What follows belongs to an exercise in optimizing a design on an open flow for small area, a short achievable clock period and few clock cycles; a production flow would make more cautious choices. RTL that was checked went through simulation tests only; none was proved equivalent to the original. Power and IR drop assume default switching activity.

alpha:
==> flow/design.v (excerpt) <==
module crcarc (
    input  wire        clk,
    input  wire        rst,         
    input  wire        cmd_valid,
    output wire        cmd_ready,
    input  wire [11:0] cmd,
    output reg         rsp_valid,
    output wire [31:0] rsp
);
    localparam [3:0] OP_NOP       = 4'h0;
    localparam [3:0] OP_CRC_CLR   = 4'h1;
    localparam [3:0] OP_CRC_BYTE  = 4'h2;
    localparam [3:0] OP_DEC_START = 4'h3;
    localparam [3:0] OP_DEC_CHAR  = 4'h4;
    localparam [3:0] OP_HEX_START = 4'h5;
    localparam [3:0] OP_HEX_CHAR  = 4'h6;
    localparam [3:0] OP_HEX_CHECK = 4'h7;
    localparam [3:0] OP_RD        = 4'h8;
    localparam [2:0] D_IDLE  = 3'd0;
    localparam [2:0] D_RUN   = 3'd3;
    localparam [2:0] D_DONE  = 3'd4;
    localparam [2:0] D_DIGIT = 3'd1;
    localparam [2:0] D_POINT = 3'd2;
    localparam [2:0] D_CFG   = 3'd5;
    localparam [2:0] D_SEQ   = 3'd6;
    localparam [2:0] H_IDLE  = 3'd0;
    localparam [2:0] H_RUN   = 3'd1;
    localparam [2:0] H_DONE  = 3'd2;
    localparam [2:0] H_HEX   = 3'd3;
    localparam [2:0] H_LEN   = 3'd4;
    localparam [2:0] H_SEQ   = 3'd6;
    reg [15:0] crc;
    reg [14:0] acc_lo;
    reg [14:0] acc_hi;
    reg [3:0]  acc_c;       
    reg        acc_p;       
    reg [3:0]  digits;
    reg [3:0]  decimals;
    reg [3:0]  dpos;
    reg [2:0]  dcode;
    reg [15:0] hexv;
  ...
Size: ~890 cells after synthesis, ~130 flip-flops, roughly 49 I/O pins, roughly 7400 um2 of cells after synthesis.
clock: 5.0 ns
lec_check: 0
cap_margin: 20
core_margin: 2
core_utilization: 40
setup_slack_margin: 2.5
slew_margin: 20
run.sh (not shown) runs the stock make flow with config.mk's settings and CLKGATE_MAP_FILE= SYNTH_SCRIPT=/design/flow/synth_recipe.tcl, a recipe that flattens the netlist after the stock synthesis.
alpha finished all stages; the layout is clean.
Testbench counts of alpha, summed over its fixed seeds: cycles 16,194.
Edits applied to the flow inputs when going from alpha to beta:
--- a/flow/design.v
+++ b/flow/design.v
@@ -41,13 +41,12 @@
     reg [15:0] hexv;
     reg [2:0]  hcnt;
     reg [2:0]  hcode;
     reg [15:0] calc;
     reg        match;
     reg        ill;
-    reg        cv;
     reg [11:0] cq;
     reg [4:0]  rsel;
     assign cmd_ready = 1'b1;
     wire [3:0] op  = cq[11:8];
     wire [7:0] arg = cq[7:0];
     reg [15:0] crc_next_byte;
@@ -110,23 +109,23 @@
     assign rsp = ({32{rsel[0]}} & {16'd0, crc})
                | ({32{rsel[1]}} & {2'd0, acc})
                | ({32{rsel[2]}} & {16'd0, hexv})
                | ({32{rsel[3]}} & {16'd0, calc})
                | ({32{rsel[4]}} & status);
     always @(posedge clk) begin
-        cq   <= cmd;
-        rsel <= 5'd0;
-        if (cv && op == OP_RD && arg[7:3] == 5'd0) begin
+        cq[7:0] <= cmd[7:0];
+        rsel    <= 5'd0;
+        if (op == OP_RD && arg[7:3] == 5'd0) begin
             rsel[0] <= (arg[2:0] == 3'd0);
             rsel[1] <= (arg[2:0] == 3'd1);
             rsel[2] <= (arg[2:0] == 3'd2);
             rsel[3] <= (arg[2:0] == 3'd3);
             rsel[4] <= (arg[2:0] == 3'd4);
         end
         if (rst) begin
-            cv        <= 1'b0;
+            cq[11:8]  <= OP_NOP;
             crc       <= 16'd0;
             acc_lo    <= 15'd0;
             acc_hi    <= 15'd0;
             acc_c     <= 4'd0;
             acc_p     <= 1'b0;
             digits    <= 4'd0;
@@ -138,18 +137,18 @@
             hcode     <= H_IDLE;
             calc      <= 16'd0;
             match     <= 1'b0;
             ill       <= 1'b0;
             rsp_valid <= 1'b0;
         end else begin
-            cv        <= cmd_valid;
+            cq[11:8]  <= cmd_valid ? cmd[11:8] : OP_NOP;
             rsp_valid <= 1'b0;
             acc_p     <= 1'b0;
             if (acc_p)
                 acc_hi <= hi_next;
-            if (cv) begin
+            begin
                 case (op)
                     OP_NOP: ;
                     OP_CRC_CLR:  crc <= 16'd0;
                     OP_CRC_BYTE: crc <= crc_next_byte;
                     OP_DEC_START: begin
                         digits   <= arg[7:4];
## What came out
Compared with alpha, count of multi-input combinational gates in beta decreased slightly. The mean area per synthesized cell was comparable across beta and alpha. The area after synthesis on alpha is in line with that on beta. Changes observed in beta relative to alpha: power fell 89 uW, non-clock inverter instance count of the final layout now sits higher. The area of the die was comparable across beta and alpha. Switching power of the nets of beta exceeds that of alpha slightly. Between beta and alpha, it is beta whose post-synthesis sequential element count is lower, by 0.80%. Sort beta and alpha by cell area, ascending, and alpha comes first. beta vs. alpha: area of combinational cells with multiple inputs went up by about 1.8%, critical path depth went down by 8, largest voltage drop on the vdd net shrank by 5.9%. The start-to-end type of the worst setup path comes out flip-flop to flip-flop in one run and flip-flop to primary output in the other, namely in alpha and beta respectively.
For beta, only the layout was checked, not whether the RTL still works.

[port drivers added, routing unchanged]
The results above use ideal ports. As a check the final layouts listed here were re-extracted and re-timed, cells and wires unchanged.
Step 1 sets driving cells, clkbuf_16 on the clock port and buf_2 on the other inputs (assumed; they add their load-dependent delay and slew).
Step 2 times the ports against the registers' clock, not the clock port: input delays grow and output delays shrink by t, the midpoint of the rising clock arrivals with the driver on.
a / b / c = no drivers / after step 1 / after step 2; a / b = the first two.
run	t, ns	slack for setup (ns)	worst setup path after step 2
alpha	0.464	2.375 / 2.375 / 2.307	input to register
beta	0.468	2.322 / 2.277 / 2.176	input to register
After both steps every run listed still meets setup and hold. For beta, which loses most, drivers alone change the setup slack by -0.045 ns; drivers and shift together by -0.146 ns.
